Context: an optimization exercise on an open-source flow, tuned for small area, a short achievable clock period and few clock cycles per item. The choices shown serve that exercise and are no tape-out recipe.
Only simulation tests tie the RTL to the original design; equivalence was not proved.
Power is estimated from default activity; no workload was simulated.

[flow/config.mk]
export PLATFORM = sky130hd
export DESIGN_NAME = hdu_plane_dec
export DESIGN_NICKNAME = hdu_plane_dec
export VERILOG_FILES = /design/flow/design.v
export SDC_FILE = /design/flow/constraint.sdc
export NUM_CORES = 4
export LEC_CHECK = 0
export CAP_MARGIN = 20
export CORE_MARGIN = 2
export CORE_UTILIZATION = 30
export SLEW_MARGIN = 20
[flow/constraint.sdc]
create_clock -name core_clock -period 11.0 [get_ports {clk}]
set_input_delay 2.2000 -clock core_clock [delete_from_list [all_inputs] [get_ports {clk}]]
set_output_delay 2.2000 -clock core_clock [all_outputs]
set_load 0.01 [all_outputs]
[flow/design.v]
module hdu_plane_dec (
    input  wire        clk,
    input  wire        rst,           
    input  wire        tab_we,
    input  wire [4:0]  tab_addr,      
    input  wire [4:0]  tab_len,
    input  wire [15:0] tab_code,
    input  wire        start,
    input  wire [15:0] cfg_cols,
    input  wire [15:0] cfg_rows,
    input  wire [23:0] cfg_psize,     
    input  wire [15:0] cfg_seed,
    input  wire        in_valid,
    input  wire [7:0]  in_data,
    output wire        in_ready,
    output wire        out_valid,
    output wire [15:0] out_sample,
    input  wire        out_ready,
    output reg         done,
    output reg  [3:0]  err_cause,
    output reg  [2:0]  err_sub,
    output reg  [26:0] pos
);
    localparam NTAB      = 20;
    localparam MAXLEN    = 16;
    localparam RESID_MAX = 16;
    localparam SEED_REQ  = 16'd512;
    localparam C_NONE  = 4'd0, C_TRUNC = 4'd3, C_TABLE = 4'd4, C_STREAM = 4'd5;
    localparam T_LEAF_ON_PATH = 3'd1, T_INTERNAL_AT_LEAF = 3'd2, T_DUPLICATE = 3'd3,
               T_BAD_LENGTH   = 3'd4, T_NO_SENTINEL      = 3'd5;
    localparam S_UNDEF_LEAF = 3'd1, S_ABSENT = 3'd2, S_BAD_SIZE = 3'd3,
               S_OVERFLOW   = 3'd4, S_BAD_SEED = 3'd5;
    localparam ST_IDLE  = 4'd0,
               ST_SEED  = 4'd1,
               ST_BENT  = 4'd2,
               ST_BPAIR = 4'd3,
               ST_PLANE = 4'd4,
               ST_SYM0  = 4'd5,
               ST_DESC  = 4'd6,
               ST_XCHK  = 4'd7,
               ST_XBIT  = 4'd8,
               ST_CALC  = 4'd9,
               ST_OUT   = 4'd10,
               ST_DONE  = 4'd11;
    reg [4:0]  tlen  [0:NTAB-1];
    reg [15:0] tcode [0:NTAB-1];
    always @(posedge clk) begin
        if (tab_we && tab_addr < NTAB) begin
            tlen[tab_addr]  <= tab_len;
            tcode[tab_addr] <= tab_code;
        end
    end
    function [15:0] left_align(input [15:0] code, input [4:0] len);
        begin
            if (len == 5'd0 || len > MAXLEN)
                left_align = 16'd0;
            else
                left_align = code << (MAXLEN - len);
        end
    endfunction
    function [15:0] top_mask(input [4:0] n);
        begin
            if (n >= MAXLEN)
                top_mask = 16'hffff;
            else
                top_mask = ~(16'hffff >> n);
        end
    endfunction
    reg [3:0]  state;
    reg [15:0] cols, rows, seed;
    reg [23:0] psize;
    reg [26:0] lim;           
    reg [4:0]  bi, bj;        
    reg [4:0]  ncodes;        
    reg [15:0] col, row;
    reg [26:0] bitpos;        
    reg [26:0] sympos;        
    reg [23:0] nbytes;        
    reg [7:0]  bbuf;          
    reg [3:0]  bcnt;          
    reg [15:0] pref;          
    reg [4:0]  plen;          
    reg [4:0]  sym;           
    reg [4:0]  xcnt;          
    reg [15:0] xval;          
    reg [15:0] prev;          
    reg [15:0] sample;
    wire decoding = (state == ST_DESC) || (state == ST_XBIT);
    assign in_ready = decoding && (bcnt == 4'd0) && (nbytes < psize);
    wire   take_byte = in_ready && in_valid;
    wire   bit_avail = (bcnt != 4'd0);
    wire   cur_bit   = bbuf[7];
    wire [4:0]  len_i  = tlen[bi];
    wire [4:0]  len_j  = tlen[bj];
    wire [15:0] la_i   = left_align(tcode[bi], len_i);
    wire [15:0] la_j   = left_align(tcode[bj], len_j);
    wire [4:0]  min_ij = (len_i < len_j) ? len_i : len_j;
    wire        pair_hit = ((la_i ^ la_j) & top_mask(min_ij)) == 16'd0;
    wire [4:0]  nlen  = plen + 5'd1;
    wire [15:0] npref = pref | ({cur_bit, 15'd0} >> plen);
    wire [15:0] nmask = top_mask(nlen);
    reg        any_prefix;
    reg        any_exact;
    reg [4:0]  exact_sym;
    integer    k;
    always @(*) begin
        any_prefix = 1'b0;
        any_exact  = 1'b0;
        exact_sym  = 5'd0;
        for (k = 0; k < NTAB; k = k + 1) begin
            if (k < ncodes && tlen[k] >= nlen &&
                ((left_align(tcode[k], tlen[k]) ^ npref) & nmask) == 16'd0) begin
                any_prefix = 1'b1;
                if (tlen[k] == nlen && !any_exact) begin
                    any_exact = 1'b1;
                    exact_sym = k[4:0];
                end
            end
        end
    end
    wire [16:0] s_ones  = (17'd1 << sym) - 17'd1;
    wire [4:0]  sym_m1  = sym - 5'd1;
    wire        xtop    = (sym == 5'd0) ? 1'b0 : xval[sym_m1[3:0]];
    wire signed [17:0] resid = (sym == 5'd0) ? 18'sd0 :
                               xtop ? $signed({2'b00, xval}) :
                                      $signed({2'b00, xval}) - $signed({1'b0, s_ones});
    wire [15:0] pred   = (col < 16'd2) ? seed : prev;
    wire signed [18:0] vsum = $signed({3'b000, pred}) + resid;
    wire        v_bad  = (vsum < 0) || (vsum > 19'sd65535);
    wire last_col = (col == cols - 16'd1);
    wire last_row = (row == rows - 16'd1);
    assign out_valid  = (state == ST_OUT);
    assign out_sample = sample;
    task finish(input [3:0] c, input [2:0] s, input [26:0] p);
        begin
            err_cause <= c;
            err_sub   <= s;
            pos       <= p;
            state     <= ST_DONE;
        end
    endtask
    always @(posedge clk) begin
        done <= 1'b0;
        if (rst) begin
            state     <= ST_IDLE;
            err_cause <= C_NONE;
            err_sub   <= 3'd0;
            pos       <= 27'd0;
            bcnt      <= 4'd0;
        end else begin
            if (take_byte) begin
                bbuf   <= in_data;
                bcnt   <= 4'd8;
                nbytes <= nbytes + 24'd1;
            end
            case (state)
            ST_IDLE: begin
                if (start) begin
                    cols   <= cfg_cols;
                    rows   <= cfg_rows;
                    psize  <= cfg_psize;
                    seed   <= cfg_seed;
                    lim    <= {cfg_psize, 3'b000};
                    bitpos <= 27'd0;
                    nbytes <= 24'd0;
                    bcnt   <= 4'd0;
                    state  <= ST_SEED;
                end
            end
            ST_SEED: begin
                if (seed != SEED_REQ)
                    finish(C_STREAM, S_BAD_SEED, 27'd0);
                else begin
                    bi    <= 5'd0;
                    state <= ST_BENT;
                end
            end
            ST_BENT: begin
                if (bi == NTAB)
                    finish(C_TABLE, T_NO_SENTINEL, NTAB);
                else if (len_i == 5'd0) begin
                    ncodes <= bi;
                    state  <= ST_PLANE;
                end else if (len_i > MAXLEN)
                    finish(C_TABLE, T_BAD_LENGTH, {22'd0, bi});
                else begin
                    bj    <= 5'd0;
                    state <= ST_BPAIR;
                end
            end
            ST_BPAIR: begin
                if (bj == bi) begin
                    bi    <= bi + 5'd1;
                    state <= ST_BENT;
                end else if (pair_hit) begin
                    if (len_j < len_i)
                        finish(C_TABLE, T_LEAF_ON_PATH, {22'd0, bi});
                    else if (len_j > len_i)
                        finish(C_TABLE, T_INTERNAL_AT_LEAF, {22'd0, bi});
                    else
                        finish(C_TABLE, T_DUPLICATE, {22'd0, bi});
                end else
                    bj <= bj + 5'd1;
            end
            ST_PLANE: begin
                row <= 16'd0;
                col <= 16'd0;
                if (rows == 16'd0 || cols == 16'd0)
                    finish(C_NONE, 3'd0, 27'd0);
                else
                    state <= ST_SYM0;
            end
            ST_SYM0: begin
                sympos <= bitpos;
                pref   <= 16'd0;
                plen   <= 5'd0;
                if (ncodes == 5'd0)
                    finish(C_STREAM, S_UNDEF_LEAF, bitpos);
                else
                    state <= ST_DESC;
            end
            ST_DESC: begin
                if (bitpos == lim)
                    finish(C_TRUNC, 3'd0, lim);
                else if (bit_avail) begin
                    if (!any_prefix)
                        finish(C_STREAM, S_ABSENT, bitpos);
                    else begin
                        bbuf   <= {bbuf[6:0], 1'b0};
                        bcnt   <= bcnt - 4'd1;
                        bitpos <= bitpos + 27'd1;
                        pref   <= npref;
                        plen   <= nlen;
                        if (any_exact) begin
                            sym   <= exact_sym;
                            state <= ST_XCHK;
                        end
                    end
                end
            end
            ST_XCHK: begin
                xval <= 16'd0;
                xcnt <= sym;
                if (sym > RESID_MAX)
                    finish(C_STREAM, S_BAD_SIZE, sympos);
                else if (sym == 5'd0)
                    state <= ST_CALC;
                else if (lim - bitpos < {22'd0, sym})
                    finish(C_TRUNC, 3'd0, bitpos);
                else
                    state <= ST_XBIT;
            end
            ST_XBIT: begin
                if (bit_avail) begin
                    bbuf   <= {bbuf[6:0], 1'b0};
                    bcnt   <= bcnt - 4'd1;
                    bitpos <= bitpos + 27'd1;
                    xval   <= {xval[14:0], cur_bit};
                    xcnt   <= xcnt - 5'd1;
                    if (xcnt == 5'd1)
                        state <= ST_CALC;
                end
            end
            ST_CALC: begin
                if (v_bad)
                    finish(C_STREAM, S_OVERFLOW, sympos);
                else begin
                    sample <= vsum[15:0];
                    prev   <= vsum[15:0];
                    state  <= ST_OUT;
                end
            end
            ST_OUT: begin
                if (out_ready) begin
                    if (last_col) begin
                        col <= 16'd0;
                        row <= row + 16'd1;
                    end else
                        col <= col + 16'd1;
                    if (last_col && last_row)
                        finish(C_NONE, 3'd0, bitpos);
                    else
                        state <= ST_SYM0;
                end
            end
            ST_DONE: begin
                done  <= 1'b1;
                state <= ST_IDLE;
            end
            default: state <= ST_IDLE;
            endcase
        end
    end
endmodule
[flow/run.sh]
#!/bin/bash
# synth_recipe.tcl (not shown) runs the flow's synth.tcl, then flattens the netlist and writes it again
# the make line also repeats each setting of config.mk as NAME=value (left out here)
make -C /OpenROAD-flow-scripts/flow DESIGN_CONFIG=/design/flow/config.mk WORK_HOME=/design/flow/orfs CLKGATE_MAP_FILE= SYNTH_SCRIPT=/design/flow/synth_recipe.tcl finish
==> summary.txt <==
==> kinds of logic (layout without fill, tap and decap cells) <==
group                      count (synthesis)  count (layout)
xor gates and xnor gates                 481             481
other                                      1             276
and+or+nand+nor                         2053            2053
muxes                                   1143            1143
AOI/OAI and AO/OA                       1732            1732
adders and majority gates                237             237
DFF                                      992             992
buffers and inverters                    735             844
==> final cells by class <==
type | count | share of cell area [%]
antenna | 23 | 0.06462
clock buffer | 145 | 3.521
clock inverter | 74 | 0.8837
inverter | 226 | 0.9525
multi-input combinational | 5899 | 53.18
sequential | 992 | 32.89
tap | 3402 | 4.779
timing repair buffer | 399 | 3.737
==> report_power, final <==
| part | total [uW] | switching [uW] | internal [uW] |
|---|---|---|---|
| registers | 4750 | 302 | 4450 |
| logic | 3390 | 2110 | 1280 |
| clock network | 4090 | 1780 | 2300 |
==> sequential cells by signal (all words and copies together) (netlist names), 24 cells and up, named ones only <==
register and count:
nbytes 24, lim 24, bitpos 27, tlen 160
pos 27, tcode 512, sympos 27
==> stage by stage <==
stage	hold WS [ns]	util [%]	total power, uW
2_1_floorplan	0.4206	-	6830
3_5_place_dp	0.4840	32.74	8128
5_1_grt	0.5095	34.27	12630
3_3_place_gp	0.4764	32.73	8098
4_1_cts	0.5010	34.25	12210
6_report	0.5005	34.29	12230
==> metal layers <==
| metal | GRT usage [%] | wire, um | vias up |
|---|---|---|---|
| li1 | - | - | 29190 |
| met4 | 14.64 | 23930 | 18 |
| met3 | 7.468 | 43530 | 867 |
| met1 | 36.34 | 151000 | 35260 |
| met5 | 0.01826 | 271 | - |
| met2 | 40.54 | 159200 | 4551 |
==> layout by cell type, fill, tap and decap left out, drive strengths merged, types with 56 or more instances in the layout <==
cell           synthesis  routed
clkdlybuf4s50          0     144
o22ai                132     132
edfxtp               940     940
nor2                 539     539
conb                   1     253
nand2                405     405
clkinv                 8      56
xor2                 178     178
nor4                  63      63
ha                   235     235
mux4                 363     363
and3                  79      79
nor3                 135     135
mux2                 134     134
nand3                276     276
a211oi                81      81
nand2b               100     100
o21ai                266     266
clkbuf               295     145
a21o                  69      69
inv                  218     223
nor2b                109     109
a31oi                 60      60
buf                  214     255
and2                  58      58
xnor2                303     303
a22oi                180     180
a21oi                286     286
mux2i                646     646
==> worst min-delay path by stage <==
stage / start / end / cells past startpoint
3_3_place_gp: bitpos[18] / sympos[18] / 0
3_5_place_dp: bitpos[18] / sympos[18] / 0
5_1_grt: bitpos[13] / sympos[13] / 0
2_1_floorplan: bitpos[2] / sympos[2] / 0
4_1_cts: bitpos[18] / sympos[18] / 0
6_report: bitpos[13] / sympos[13] / 0
==> worst max-delay path, delay by kind of cell (launching register included) <==
family	cells	cell delay (ns)
AO/OA/AOI/OAI	6	2.88
adder cells (fa/ha/maj)	1	0.98
buffers and inverters	2	0.79
flip-flops	1	0.33
multiplexers	2	1.37
AND/OR/NAND/NOR	6	2.22
==> impl_metrics.toml <==
[finish]
area_delta_synth_final_pct = 13.60
num-nets-final = 7985
regArea_mm2 = 0.02929
multi_input_area_mm2 = 0.04736
drive_gt1_share_pct = 14.63
fill_cells = 26040
final_area_mm2 = 0.08906
layoutNonFillerInstCount = 11160

[global_routing]
grt_max_degree = 73
grt_use_total_pct = 27.44
grt_remaining_overflow = 0
grt_pass1_wl_mm = 517.1
grt_pass1_vias = 64760
antenna_found_initial = 32

[placed_design]
dp_cells = 10920
placed_area_mm2 = 0.08503
gp_congestion = 1.035
hpwl_mm = 278.5
dp_slack_ns = 2.354
port_buffers = 163

[setup_path]
crit_required_ns = 11.41
cpPeakStageDelay_ns = 1.35
worstPathMaxFanout = 25
worstRegToRegCells = 17
startpoint = "tlen[14][0]"
worst-setup-path-type = "flip-flop to flip-flop"
rrSetupSlack_ns = 1.99
endpoint = "sym[0]"
cp.arrival_ns = 9.42
startpoint_type = "flip-flop"
r2r-start = "tlen[14][0]"
r2r-end = "sym[0]"
end_kind = "flip-flop"
path_cells = "buf_4, inv_1, ha_1, mux2i_1, o31a_1, o21ai_0, o21ai_1, mux2i_1, o221ai_1, nor4_1, nand3_1, o32ai_1, a211oi_1, and4_1, nand3_1, nor3_1, nor3_1"
cp_slowest_cell = "o32ai_1"

[synthesis]
yosys.area_share.simple_pct = 13.17
ys_seq_area_share_pct = 37.33
synth_seq_cells = 992
synthAdderAreaFrac_pct = 3.802
synth_compound_area_share_pct = 15.65
synthFlopType = "edfxtp_1"
yosys_warnings = 1
ys_types = 111
synth_xor_area_share_pct = 5.374
synth_top_area_share_pct = 36.00
synth_top_family_by_area = "multiplexers"
muxShareOfSynthArea_pct = 20.61
synth_common_cells = "edfxtp_1, mux2i_1, nor2_1"
synth-edff-count = 940
synthTopCellsByArea = "edfxtp_1, mux4_2, mux2i_1"
syn-cell-area_mm2 = 0.07840
synthMostInstantiatedCell = "edfxtp_1"
syn_inst = 7374
async_flop_share_pct = 0
yosys.area.top_type = "edfxtp_1"
syn_avg_cell_area_um2 = 10.63

[timing]
rsz0062_at_grt = "false"
fmax_ghz = 0.1110
hold_viol = 0
tns_ns = 0
fin_crit_sh_pct = 81.88
setup_viol_count_final = 0
timing.slew.headroom_pct = 9.377
final.setup_skew_ns = 0.06340
period_needed_ns = 9.007
timing.final.ws_setup_ns = 1.993
worst_pin_slew_ns = 1.355
finalMaxSlewViolations = 0

[worst_hold_path]
min_path_type = "flip-flop to flip-flop"

[die]
dieArea_mm2 = 0.2654
dieWidth_um = 515.2
rows = 187
core_area_mm2 = 0.2597
start_util_pct = 30.19
io_pins = 165
fp.dieH_um = 515.2

[power]
p_leak_uw = 0.03192
power.density_mw_per_mm2 = 137.3
peakVddDrop_mv = 0.1596

[drt]
route.vias.total = 69880
antenna_left = 0
drt_wl_total_mm = 377.9
drt-wirelength-per-cell_um = 33.86
drt_iter0_drc = 10260
avgViaCountPerCell = 6.262
dr.pass1.iters = 13
drc = 0

[clock_tree]
cts_tree = "built"
clk_latency_ns = 0.83
cts_sinks = 992
ctsHoldBuffers = 0
post_cts_resized = 0
numCtsBuffers = 118
ctsLongestPathBuffers = 3
cts_setup_buffers = 0
clockRootBuffer = "clkbuf_16"
cts.reportedPaths.clkPinSlew_ns = 0.06
htreeDepth = 3

[job]
cap_violations = 0

[outcome]
status = "finished clean"
Testbench counts, summed over its fixed seeds: cycles 177,040, samples 16,047.

-- separate check: timing with driven ports --
How much do the figures lean on ideal ports? The routed layout below was timed once more, with nothing changed but the port constraints.
Step 1: set_driving_cell puts a clkbuf_16 on clk and a buf_2 on each other input, an assumption about the parent block.
Step 2 moves the port delays by t, midway between the first and last clock arrival at a register: inputs arrive t later, outputs are due t later. That takes back most of the time a late clock gives input paths.
Three values: no drivers, after step 1, after step 2; two values: the first two.
t, ns: 0.887
slack for setup (ns): 1.993 / 1.993 / 1.993
hold WS [ns]: 0.501 / 0.501 / 0.501
After both steps setup and hold are still met in this run. For this run, drivers alone change the setup slack by 0.000 ns; drivers and shift together by 0.000 ns.
